Source: an optimization exercise on an open RTL-to-GDS flow (aim: small area, a short achievable clock period and few clock cycles). Production flows keep margins and buffers that such runs may drop. Where RTL was checked, it was by simulation tests only, not by an equivalence proof against the original.

## harbor
## mx_frame_tx
module mx_frame_tx (
    input  wire       clk,
    input  wire       rst,
    input  wire       cmd_valid,
    output wire       cmd_ready,
    input  wire [7:0] cmd_len,
    input  wire       in_valid,
    output wire       in_ready,
    input  wire [7:0] in_data,
    output reg        w_valid,
    input  wire       w_ready,
    output reg  [7:0] w_data,
    output reg        w_last,
    output reg        rej
);
For scale: roughly 140 flip-flops, ~34 I/O pins, roughly 11000 µm² of cells after synthesis.
==> flow/config.mk <==
export PLATFORM = sky130hd
export DESIGN_NAME = mx_frame_tx
export DESIGN_NICKNAME = mx_frame_tx
export VERILOG_FILES = /design/flow/design.v
export SDC_FILE = /design/flow/constraint.sdc
export NUM_CORES = 4
export LEC_CHECK = 0
export ABC_AREA = 1
export CAP_MARGIN = 20
export CORE_MARGIN = 2
export CORE_UTILIZATION = 60
export CTS_BUF_LIST = sky130_fd_sc_hd__clkbuf_8
export CTS_CLUSTER_SIZE = 40
export SETUP_SLACK_MARGIN = 5
export SLEW_MARGIN = 20
==> flow/constraint.sdc <==
create_clock -name core_clock -period 10.0 [get_ports {clk}]
set_input_delay 2.0000 -clock core_clock [delete_from_list [all_inputs] [get_ports {clk}]]
set_output_delay 2.0000 -clock core_clock [all_outputs]
set_load 0.01 [all_outputs]
standard.sh (not shown) runs the stock make flow with config.mk's settings and CLKGATE_MAP_FILE= SYNTH_SCRIPT=/design/flow/synth_recipe.tcl, a recipe that flattens the netlist after the stock synthesis.
==> flow/flow/run.sh <==
#!/bin/bash
bash standard.sh SETUP_SLACK_MARGIN=6 "BUFFER_PORTS_ARGS=-buffer_cell sky130_fd_sc_hd__buf_2" finish > standard.log 2>&1
Testbench counts of harbor, summed over its fixed seeds: cycles 23,720.
Input-level comparison between umber and harbor:
--- a/flow/design.v
+++ b/flow/design.v
@@ -512,16 +512,19 @@
     assign fc168 = (fs111 & fc56) | (fs111 & fc110) | (fc56 & fc110);
     wire fs169;
     wire fc170;
     assign fs169 = fs113 ^ fc60 ^ fc112;
     assign fc170 = (fs113 & fc60) | (fs113 & fc112) | (fc60 & fc112);
     wire [31:0] ra = {fs169, fs167, fs165, fs163, fs161, fs159, fs157, fs155, fs153, fs151, fs149, fs147, fs145, fs143, fs141, fs139, fs137, fs135, fs133, fs131, fs129, fs127, fs125, fs123, fs121, fs119, fs117, hs115, fy[3], fy[2], fy[1], fy[0]};
     wire [31:0] rb = {fc168, fc166, fc164, fc162, fc160, fc158, fc156, fc154, fc152, fc150, fc148, fc146, fc144, fc142, fc140, fc138, fc136, fc134, fc132, fc130, fc128, fc126, fc124, fc122, fc120, fc118, hc116, fy[0], fy[2], fy[1], fy[0], 1'b0};
     assign hash_n = ra + rb;
+    wire        hupd   = consume && hashing;
+    wire [31:0] hf_oth = ({32{take}} & (FNV_OFFSET ^ {24'd0, lhdr})) | ({32{!take}} & hf);
+    wire [31:0] hf_d   = hupd ? (hash_n ^ {24'd0, q[0]}) : hf_oth;
     reg  [5:0] sv;
     reg  [5:0] lo_n;
     always @(*) begin
         case (ph)
         2'd0:    begin sv = sbr[7:2];            lo_n = {sbr[1:0], 4'd0}; end
         2'd1:    begin sv = {lo[5:4], sbr[7:4]}; lo_n = {sbr[3:0], 2'd0}; end
         2'd2:    begin sv = {lo[5:2], sbr[7:6]}; lo_n = sbr[5:0];         end
         default: begin sv = lo;                  lo_n = lo;               end
@@ -560,20 +563,17 @@
                 ph   <= 2'd0;
                 eq   <= 1'b0;
             end else if (c_end) begin
                 eact <= 1'b0;
             end
         end
     end
     always @(posedge clk) begin
-        if (take)
-            hf <= FNV_OFFSET ^ {24'd0, lhdr};
-        else if (consume && hashing)
-            hf <= hash_n ^ {24'd0, q[0]};
+        hf <= hf_d;
         if (take)
             sbr <= lhdr;
         else if (consume) begin
             case (cnt)
             4'd4:    sbr <= hash_n[7:0];
             4'd3:    sbr <= hf[15:8];
             4'd2:    sbr <= hf[23:16] ^ hf[31:24];
             4'd1:    sbr <= 8'd0;
### Flow results
- Every run in the comparison, harbor and umber, completed the flow with a clean layout.
- On first-pass GRT wire length, harbor beats umber.
- Of harbor and umber, the lower wire length belongs to harbor.
- | clock latency on the worst-skew pair | lower: harbor |
- Going from harbor to umber, post-route minimum period went down 0.032 ns; unique cell type count in the Yosys netlist now smaller.
- Of harbor and umber, the higher share of post-route cells with drive strength above 1 belongs to harbor.
Function not checked in umber: the RTL went through the layout flow alone.

mx_frame_tx again, from the RTL that the note above started with.
## mx_frame_tx
module mx_frame_tx (
    input  wire       clk,
    input  wire       rst,
    input  wire       cmd_valid,
    output wire       cmd_ready,
    input  wire [7:0] cmd_len,
    input  wire       in_valid,
    output wire       in_ready,
    input  wire [7:0] in_data,
    output reg        w_valid,
    input  wire       w_ready,
    output reg  [7:0] w_data,
    output reg        w_last,
    output reg        rej
);
export LEC_CHECK = 0
export CAP_MARGIN = 20
export CORE_MARGIN = 2
export CORE_UTILIZATION = 60
export CTS_BUF_LIST = sky130_fd_sc_hd__clkbuf_8
export CTS_CLUSTER_SIZE = 40
export SETUP_SLACK_MARGIN = 5
export SLEW_MARGIN = 20
create_clock -name core_clock -period 10.0 [get_ports {clk}]
Scripts as last shown in full above: flow/flow/run.sh
The starting point passed the timing, design-rule and antenna checks.
Testbench counts at the start, summed over its fixed seeds: cycles 23,720.
Then changed:
--- a/flow/design.v
+++ b/flow/design.v
@@ -513,14 +513,17 @@
     wire fs169;
     wire fc170;
     assign fs169 = fs113 ^ fc60 ^ fc112;
     assign fc170 = (fs113 & fc60) | (fs113 & fc112) | (fc60 & fc112);
     wire [31:0] ra = {fs169, fs167, fs165, fs163, fs161, fs159, fs157, fs155, fs153, fs151, fs149, fs147, fs145, fs143, fs141, fs139, fs137, fs135, fs133, fs131, fs129, fs127, fs125, fs123, fs121, fs119, fs117, hs115, fy[3], fy[2], fy[1], fy[0]};
     wire [31:0] rb = {fc168, fc166, fc164, fc162, fc160, fc158, fc156, fc154, fc152, fc150, fc148, fc146, fc144, fc142, fc140, fc138, fc136, fc134, fc132, fc130, fc128, fc126, fc124, fc122, fc120, fc118, hc116, fy[0], fy[2], fy[1], fy[0], 1'b0};
     assign hash_n = ra + rb;
+    wire        hupd   = consume && hashing;
+    wire [31:0] hf_oth = ({32{take}} & (FNV_OFFSET ^ {24'd0, lhdr})) | ({32{!take}} & hf);
+    wire [31:0] hf_d   = hupd ? (hash_n ^ {24'd0, q[0]}) : hf_oth;
     reg  [5:0] sv;
     reg  [5:0] lo_n;
     always @(*) begin
         case (ph)
         2'd0:    begin sv = sbr[7:2];            lo_n = {sbr[1:0], 4'd0}; end
         2'd1:    begin sv = {lo[5:4], sbr[7:4]}; lo_n = {sbr[3:0], 2'd0}; end
         2'd2:    begin sv = {lo[5:2], sbr[7:6]}; lo_n = sbr[5:0];         end
@@ -561,18 +564,15 @@
                 eq   <= 1'b0;
             end else if (c_end) begin
                 eact <= 1'b0;
             end
         end
     end
     always @(posedge clk) begin
-        if (take)
-            hf <= FNV_OFFSET ^ {24'd0, lhdr};
-        else if (consume && hashing)
-            hf <= hash_n ^ {24'd0, q[0]};
+        hf <= hf_d;
         if (take)
             sbr <= lhdr;
         else if (consume) begin
             case (cnt)
             4'd4:    sbr <= hash_n[7:0];
             4'd3:    sbr <= hf[15:8];
             4'd2:    sbr <= hf[23:16] ^ hf[31:24];
After rerunning:
- sequential share of layout area came out higher by 0.37 points
- design area is lower by 3.2%
- final cell count shrinks by 2.0%
- clock-buffer cell count stays the same
- non-clock buffer count came out lower by 22
- hold slack is about the same
- via count fell by 3.0%
- register-to-register slack is about the same
- setup slack is better by 0.013 ns
- core utilization barely changes
No functional check of the RTL was part of the second run of this note.

Setup of main:
Another version of the RTL of mx_frame_tx (not shown whole).
Size in the first run: roughly 34 I/O pins, roughly 10000 um2 of cells after synthesis.
==> flow/config.mk <==
export PLATFORM = sky130hd
export DESIGN_NAME = mx_frame_tx
export DESIGN_NICKNAME = mx_frame_tx
export VERILOG_FILES = /design/flow/design.v
export SDC_FILE = /design/flow/constraint.sdc
export NUM_CORES = 4
export LEC_CHECK = 0
export CAP_MARGIN = 20
export CORE_MARGIN = 2
export CORE_UTILIZATION = 60
export CTS_BUF_LIST = sky130_fd_sc_hd__clkbuf_8
export CTS_CLUSTER_SIZE = 40
export SETUP_SLACK_MARGIN = 5
export SLEW_MARGIN = 20
==> flow/constraint.sdc <==
create_clock -name core_clock -period 10.0 [get_ports {clk}]
set_input_delay 2.0000 -clock core_clock [delete_from_list [all_inputs] [get_ports {clk}]]
set_output_delay 2.0000 -clock core_clock [all_outputs]
set_load 0.01 [all_outputs]
==> flow/flow/run.sh <==
#!/bin/bash
bash standard.sh SETUP_SLACK_MARGIN=6 \
  "BUFFER_PORTS_ARGS=-buffer_cell sky130_fd_sc_hd__buf_2" \
  "CTS_ARGS=-sink_clustering_enable -repair_clock_nets -sink_clustering_size 40 -buf_list sky130_fd_sc_hd__clkbuf_8 -dont_use_dummy_load" \
  finish > standard.log 2>&1
main: PASS, flow complete, no timing, DRC or antenna violations
For the feature branch, these inputs were changed with respect to main:
diff --git a/flow/design.v b/flow/design.v
--- a/flow/design.v
+++ b/flow/design.v
@@ -159,13 +159,13 @@
     reg         ebin;     
     reg         efe;      
     reg  [3:0]  cnt;      
     reg  [7:0]  sbr;      
     reg  [31:0] hf;       
     reg  [1:0]  ph;       
-    reg  [7:0]  pb;       
+    reg  [5:0]  lo;       
     reg         eq;       
     wire step    = eact && (!w_valid || w_ready);
     wire consume = step && (ebin ? (!efe && ph != 2'd3 && cnt != 4'd0) : 1'b1);
     wire hashing = (cnt >= 4'd4);                  
     wire pop     = consume && (cnt >= 4'd5);       
     wire t_end = (cnt == 4'd1);
@@ -518,18 +518,19 @@
     wire [31:0] rb = {fc168, fc166, fc164, fc162, fc160, fc158, fc156, fc154, fc152, fc150, fc148, fc146, fc144, fc142, fc140, fc138, fc136, fc134, fc132, fc130, fc128, fc126, fc124, fc122, fc120, fc118, hc116, fy[0], fy[2], fy[1], fy[0], 1'b0};
     assign hash_n = ra + rb;
     wire        hupd   = consume && hashing;
     wire [31:0] hf_oth = ({32{take}} & (FNV_OFFSET ^ {24'd0, lhdr})) | ({32{!take}} & hf);
     wire [31:0] hf_d   = hupd ? (hash_n ^ {24'd0, q[0]}) : hf_oth;
     reg  [5:0] sv;
+    reg  [5:0] lo_n;
     always @(*) begin
         case (ph)
-        2'd0:    sv = sbr[7:2];
-        2'd1:    sv = {pb[1:0], sbr[7:4]};
-        2'd2:    sv = {pb[3:0], sbr[7:6]};
-        default: sv = pb[5:0];
+        2'd0:    begin sv = sbr[7:2];            lo_n = {sbr[1:0], 4'd0}; end
+        2'd1:    begin sv = {lo[5:4], sbr[7:4]}; lo_n = {sbr[3:0], 2'd0}; end
+        2'd2:    begin sv = {lo[5:2], sbr[7:6]}; lo_n = sbr[5:0];         end
+        default: begin sv = lo;                  lo_n = lo;               end
         endcase
     end
     always @(posedge clk) begin
         if (rst) begin
             eact    <= 1'b0;
             ebin    <= 1'b0;
@@ -576,14 +577,14 @@
             4'd3:    sbr <= hf[15:8];
             4'd2:    sbr <= hf[23:16] ^ hf[31:24];
             4'd1:    sbr <= 8'd0;
             default: sbr <= q[0];
             endcase
         end
-        if (consume)
-            pb <= sbr;
+        if (step && ebin && !efe)
+            lo <= lo_n;
         if (step) begin
             if (!ebin) begin
                 w_data <= sbr;
                 w_last <= t_end;
             end else if (efe) begin
                 w_data <= SENT_ENC;
==> comparison <==
- The feature branch has worst setup slack above what main had.
- The instance count of the mapped netlist reported for the feature branch is greater than that of main by 17.
- The die used by the feature branch is larger than the one used by main.
- The feature branch against main: share of synthesized area occupied by flip-flops and latches ~0 delta, hold path depth moved up, register-to-register slack increased 0.20 ns.
- main has higher global-route met2 utilization than the feature branch.
- Compared with main, in the feature branch netlist area before placement grew by about 0.36%, time the final worst path needs with I/O delays and setup shrank by 0.20 ns.
- For the final wirelength, the feature branch came in 800 um lower than main did.
Testbench counts of the feature branch, summed over its fixed seeds: cycles 23,720.
No functional check of the RTL was part of main.

-- static timing again, ports no longer ideal --
The flow's constraints put no driver on any port. The routed layouts listed below were extracted and timed again, unchanged, in two steps.
Step 1 sets driving cells, clkbuf_16 on the clock port and buf_2 on the other inputs (assumed; they add their load-dependent delay and slew).
Step 2 moves the port delays by t, midway between the first and last clock arrival at a register: inputs arrive t later, outputs are due t later. That takes back most of the time a late clock gives input paths.
a / b / c = no drivers / after step 1 / after step 2; a / b = the first two.
run | t (ns) | setup WS [ns] | clock arrival spread, ns
harbor | 0.474 | 6.081 / 6.081 / 5.678 | 0.014 / 0.015
umber | 0.498 | 6.113 / 6.113 / 5.844 | 0.016 / 0.016
the first run of note 2 | 0.480 | 5.871 / 5.871 / 5.695 | 0.018 / 0.018
the second run of note 2 | 0.483 | 5.884 / 5.884 / 5.677 | 0.016 / 0.016
main | 0.480 | 5.812 / 5.812 / 5.757 | 0.025 / 0.024
the feature branch | 0.480 | 6.012 / 6.012 / 5.643 | 0.022 / 0.022
After both steps every run listed still meets setup and hold. For harbor, which loses most, drivers alone change the setup slack by 0.000 ns; drivers and shift together by -0.403 ns.
